Source: an optimization exercise on an open RTL-to-GDS flow (aim: small area, a short achievable clock period and few clock cycles). Production flows keep margins and buffers that such runs may drop. Function was checked by simulation only, so behaviour that the tests miss may differ from the original. Power figures rest on the tool's default switching activity, not on a simulated workload.

$ cat flow/config.mk
export PLATFORM = sky130hd
export DESIGN_NAME = blind_frame_rx
export DESIGN_NICKNAME = blind_frame_rx
export VERILOG_FILES = /design/flow/design.v
export SDC_FILE = /design/flow/constraint.sdc
export NUM_CORES = 4
export LEC_CHECK = 0
export CAP_MARGIN = 20
export CORE_MARGIN = 2
export CORE_UTILIZATION = 40
export SLEW_MARGIN = 20
$ cat flow/constraint.sdc
create_clock -name core_clock -period 9.0 [get_ports {clk}]
set_input_delay 1.8000 -clock core_clock [delete_from_list [all_inputs] [get_ports {clk}]]
set_output_delay 1.8000 -clock core_clock [all_outputs]
set_load 0.01 [all_outputs]
$ cat flow/design.v
module blind_frame_rx (
    input  wire       clk,
    input  wire       rst,         
    input  wire       in_valid,
    input  wire [7:0] in_data,
    output wire       in_ready,
    output reg        evt_valid,
    output reg  [1:0] evt_code,    
    output reg  [7:0] evt_arg0,
    output reg  [7:0] evt_arg1,
    output wire       pay_valid,
    output wire [7:0] pay_data,
    output wire       pay_last,
    input  wire       pay_ready
);
    localparam [1:0] EV_NOISE    = 2'd0;
    localparam [1:0] EV_OVERFLOW = 2'd1;
    localparam [1:0] EV_FRAME    = 2'd2;
    localparam [1:0] EV_CRC_ERR  = 2'd3;
    function [7:0] crc8_step;
        input [7:0] a;
        input [7:0] b;
        integer i;
        reg [7:0] c;
        begin
            c = a ^ b;
            for (i = 0; i < 8; i = i + 1)
                c = c[7] ? ((c << 1) ^ 8'h07) : (c << 1);
            crc8_step = c;
        end
    endfunction
    reg [7:0] rxbuf [0:255];
    reg [8:0] rx_len;
    reg [7:0] crc_acc;      
    reg       draining;
    reg [7:0] rd_ptr;
    reg [7:0] rd_last;
    wire       in_fire  = in_valid && in_ready;
    wire [7:0] len_byte = rxbuf[2];
    wire [7:0] id_byte  = rxbuf[1];
    wire is_noise    = (rx_len == 9'd0) && (in_data != 8'hAA);
    wire is_overflow = (rx_len == 9'd256);
    wire store       = !is_noise && !is_overflow;
    wire is_last     = (rx_len >= 9'd3) && (rx_len == {1'b0, len_byte} + 9'd3);
    wire crc_ok      = (crc_acc == in_data);
    assign in_ready  = !draining;
    assign pay_valid = draining;
    assign pay_data  = rxbuf[rd_ptr];
    assign pay_last  = (rd_ptr == rd_last);
    always @(posedge clk) begin
        if (in_fire && store)
            rxbuf[rx_len[7:0]] <= in_data;
    end
    always @(posedge clk) begin
        if (rst) begin
            rx_len    <= 9'd0;
            crc_acc   <= 8'h00;
            draining  <= 1'b0;
            rd_ptr    <= 8'd0;
            rd_last   <= 8'd0;
            evt_valid <= 1'b0;
            evt_code  <= 2'd0;
            evt_arg0  <= 8'h00;
            evt_arg1  <= 8'h00;
        end else begin
            evt_valid <= 1'b0;
            if (draining && pay_ready) begin
                rd_ptr <= rd_ptr + 8'd1;
                if (rd_ptr == rd_last)
                    draining <= 1'b0;
            end
            if (in_fire) begin
                if (is_noise) begin
                    evt_valid <= 1'b1;
                    evt_code  <= EV_NOISE;
                    evt_arg0  <= in_data;
                    evt_arg1  <= 8'h00;
                end else if (is_overflow) begin
                    rx_len    <= 9'd0;
                    evt_valid <= 1'b1;
                    evt_code  <= EV_OVERFLOW;
                    evt_arg0  <= in_data;
                    evt_arg1  <= 8'h00;
                end else if (is_last) begin
                    rx_len    <= 9'd0;
                    crc_acc   <= 8'h00;
                    evt_valid <= 1'b1;
                    if (crc_ok) begin
                        evt_code <= EV_FRAME;
                        evt_arg0 <= id_byte;
                        evt_arg1 <= len_byte;
                        if (len_byte != 8'd0) begin
                            draining <= 1'b1;
                            rd_ptr   <= 8'd3;
                            rd_last  <= len_byte + 8'd2;
                        end
                    end else begin
                        evt_code <= EV_CRC_ERR;
                        evt_arg0 <= crc_acc;
                        evt_arg1 <= in_data;
                    end
                end else begin
                    rx_len <= rx_len + 9'd1;
                    if (rx_len == 9'd0)
                        crc_acc <= 8'h00;
                    else
                        crc_acc <= crc8_step(crc_acc, in_data);
                end
            end
        end
    end
endmodule
$ cat flow/run.sh
#!/bin/bash
# synth_recipe.tcl (not shown) runs the flow's synth.tcl, then flattens the netlist and writes it again
# the make line also repeats each setting of config.mk as NAME=value (left out here)
make -C /OpenROAD-flow-scripts/flow DESIGN_CONFIG=/design/flow/config.mk WORK_HOME=/design/flow/orfs CLKGATE_MAP_FILE= SYNTH_SCRIPT=/design/flow/synth_recipe.tcl finish
==> run summary <==
cell usage after synthesis (all sizes together), types with 13 or more instances:
cell type,number
nor4,13
a22oi,53
nor3,42
mux2i,266
xor2,16
a21oi,58
edfxtp,2048
a2111oi,16
nand2,101
inv,14
mux2,18
a31oi,13
a221oi,53
a221o,19
o21ai,50
o22ai,15
dfxtp,53
buf,176
clkbuf,81
nor2,343
nand3,44
xnor2,37
a211oi,35
nor2b,17
mux4,439
critical path: stages, from the launching register on:
cell             delay (ns)
dfxtp_4                0.91
buf_4                  0.57
nor2b_4                0.26
buf_4                  0.64
a221oi_1               0.26
o21ai_0                0.28
a21oi_1                0.14
nor4_1                 0.84
o31ai_1                0.42
clkdlybuf4s50_1        0.58
layout make-up:
type | count | area share
multi-input combinational | 1794 | 0.206
antenna | 5 | 0.000134
clock inverter | 115 | 0.00941
clock buffer | 272 | 0.0598
inverter | 15 | 0.000656
tap | 2805 | 0.0376
sequential | 2101 | 0.670
timing repair buffer | 160 | 0.0159
metrics by stage:
step	hold WS (ns)	setup WS, ns
floorplan	0.481	4.70
global placement	0.450	2.34
detailed placement	0.447	2.36
CTS	0.466	1.42
global route	0.477	1.26
finish	0.467	1.35
power by group through the flow:
stage / logic (mW) / clock network [mW] / registers, mW
global route: 0.244 / 8.80 / 10.7
detailed placement: 0.231 / 0 / 10.9
global placement: 0.221 / 0 / 10.9
floorplan: 0.0264 / 0 / 10.9
CTS: 0.230 / 8.42 / 10.7
finish: 0.226 / 8.30 / 10.7
kinds of logic after synthesis:
group                      count (synthesis)
DFF                                     2101
muxes                                    723
and+or+nand+nor                          626
AOI/OAI and AO/OA                        380
adders and majority gates                 12
xor gates and xnor gates                  53
buffers and inverters                    274
sequential cells by signal, summed over array words and instances, names as in the netlist:
register and flops:
evt_arg1 8, rx_len 9, evt_code 2, rd_ptr 8, crc_acc 8, rxbuf 2048
rd_last 8, draining 1, evt_valid 1, evt_arg0 8
layer usage:
metal,part of all wire,track usage,wire length [um]
met5,0,0,0
met2,0.47,0.330,106000
met3,0.088,0.0489,20000
met4,0.028,0.0596,6230
met1,0.41,0.299,93800
worst min-delay path by stage:
stage | from | to | depth (start not counted)
after floorplan | crc_acc[2] | crc_acc[2] | 2
after global placement | evt_arg1[1] | evt_arg1[1] | 1
after detailed placement | evt_arg1[0] | evt_arg1[0] | 1
after CTS | evt_arg1[0] | evt_arg1[0] | 1
after global routing | evt_arg1[0] | evt_arg1[0] | 1
final | evt_arg1[0] | evt_arg1[0] | 1
==> results.tsv <==
stage	metric	value	unit
outcome	status	no timing/DRC/antenna violations	
critical_path	critical path arrival	5.85	ns
sta	Final Skew	0.0421	ns
critical_path	worst r2r src	rx_len[0]	
pwr	sw power	3.91	mW
logic_synthesis	mean area per synthesized cell	20.1	um2
logic_synthesis	EDFF count, synth	2048	
detailed_routing	DR iter-0 viols	5495	
finish	synth-to-layout area growth	11.5	%
detailed_routing	vias per cell	5.86	
cts	H-tree Lvls	4	
logic_synthesis	synthesized area	0.0838	mm2
pwr	Clock power frac	0.431	
logic_synthesis	syn nets	4193	
critical_path	CP Launch Type	flop	
floorplanning	chip width	462	um
floorplanning	starting density of the core	0.401	
sta	RSZ-0062 raised after global routing	false	
cts	CTS buffer count	212	
critical_path	worst setup path end	pay_data[4]	
critical_path	reg-to-reg endpoint	rxbuf[176][2]	
finish	fill count	17686	
cts	Post-CTS Hold Buffers	0	
sta	pins over their slew limit	0	
logic_synthesis	Mapped Cells	4169	
logic_synthesis	ys flop type	edfxtp_1	
logic_synthesis	Compound-Gate Fraction of Synth Area	0.0340	
finish	Register Area	0.0626	mm2
pwr	Peak VDD IR	0.182	mV
pwr	PwrDens	206	mW/mm2
pwr	Int Pwr	15.3	mW
cts	Sink Count	2101	
critical_path	CP endpoint kind	output pin	
grt	first-pass GRT wire length	321000	um
grt	initial antenna violation count	12	
floorplanning	IO Pins	42	
placed_design	Placed Cells	6875	
logic_synthesis	synthesized flop and latch total	2101	
finish	Final Util	0.447	
finish	area of the multi-input gates	0.0193	mm2
logic_synthesis	synth top area cells	edfxtp_1, mux4_2, mux2i_1	
placed_design	gpl congestion	0.861	
cts	CTS tree	done	
logic_synthesis	cell accounting for the most synthesized area	edfxtp_1	
sta	Fin Setup TNS	0	ns
logic_synthesis	XOR/XNOR Fraction of Synth Area	0.00554	
logic_synthesis	mux cell area share after synthesis	0.155	
logic_synthesis	largest family of logic cells by synthesized area	multiplexers	
cts	Post-CTS Setup Bufs	0	
critical_path	reg-to-reg slack, setup	3.71	ns
floorplanning	Row Count	168	
pwr	cell leakage power	27.6	nW
critical_path	Crit Path Category	reg -> out	
detailed_routing	drt pass-1 iters	6	
cts	clk slew on worst S/H paths	0.06	ns
grt	largest net degree at the start of global routing	101	
finish	commonest cells after routing, fill and taps aside	edfxtp_1, mux4_2, nor2_1	
placed_design	Port Buffers	41	
logic_synthesis	Unique masters post-synth	82	
cts	clk buf depth	3	
logic_synthesis	Simple-Gate Fraction of Synth Area	0.0328	
placed_design	area of placed instances	0.0869	mm2
logic_synthesis	adder-cell share of the synthesized area	0.00179	
min_path	Hold Path Class	reg -> reg	
critical_path	crit path launch	rd_ptr[2]	
logic_synthesis	Warnings, synthesis	1	
critical_path	Worst Reg-to-Reg Cells	11	
detailed_routing	total routed wirelength	226000	um
sta	final hold vios	0	
grt	number of global-route vias before repair	42256	
detailed_routing	Routed Antenna Nets	0	
floorplanning	Die ar.	0.213	mm2
finish	commonest non-fill, non-tap cell in the layout	edfxtp_1	
sta	Slew HR	0.245	
pwr	Sw Share	0.203	
detailed_routing	routed length per instance	31.1	um
cts	post_cts resized	0	
floorplanning	die height	462	um
pwr	Comb power frac	0.012	
finish	Final Instance Area	0.0934	mm2
logic_synthesis	Yosys top cell area share	0.734	
detailed_routing	Post-route DRC	0	
critical_path	CP Data Required Time	7.20	ns
logic_synthesis	async set-reset flop share out of synthesis	0	
pwr	total chip power	19.3	mW
sta	max frequency	131	MHz
detailed_routing	Via Count	42571	
grt	gr ovfl total	0	
job	Max Cap Viol	0	
finish	Nets	4308	
cts	CTS Root Cell	clkbuf_16	
pwr	share of power burned in registers	0.557	
sta	Min Clock Period, post-route	7.65	ns
grt	Tot GR Track Use	0.212	
finish	fraction of layout cells with a size suffix above 1	0.193	
cts	Skew-Pair Late Insertion Delay	0.85	ns
finish	Non-Filler Instances	7267	
sta	setup violators final	0	
placed_design	HPWL Detailed	139000	um
logic_synthesis	Seq/Total Area, Yosys	0.747	
floorplanning	Core Box Area	0.209	mm2
sta	final cycle utilization of the critical path	0.850	
sta	worst-margin pin slew	1.13	ns
critical_path	critical path fanouts, max	54	
Testbench counts, summed over its fixed seeds: cycles 90,567.

separate check: timing with driven ports:
No port has a modelled driver above. Below, the same layout with a new extraction and two added sets of constraints.
Step 1 (the two cells are an assumption about what drives the block):
set clk [get_ports {clk}]
set_driving_cell -lib_cell sky130_fd_sc_hd__clkbuf_16 $clk
set_driving_cell -lib_cell sky130_fd_sc_hd__buf_2 [delete_from_list [all_inputs] $clk]
Step 2 also shifts input and output timing later by t, the mid clock arrival at the registers, as if the neighbouring blocks saw the same clock.
a / b / c = ideal / step 1 / step 2; a / b = the first two.
t, ns: 0.918
setup WS [ns]: 1.351 / 1.265 / 2.183
worst setup path at the end: register to output
pins driven straight from the clock port: 1
After both steps setup and hold are still met in this run. The setup slack of this run moves by -0.086 ns with the drivers and by +0.832 ns with both steps.
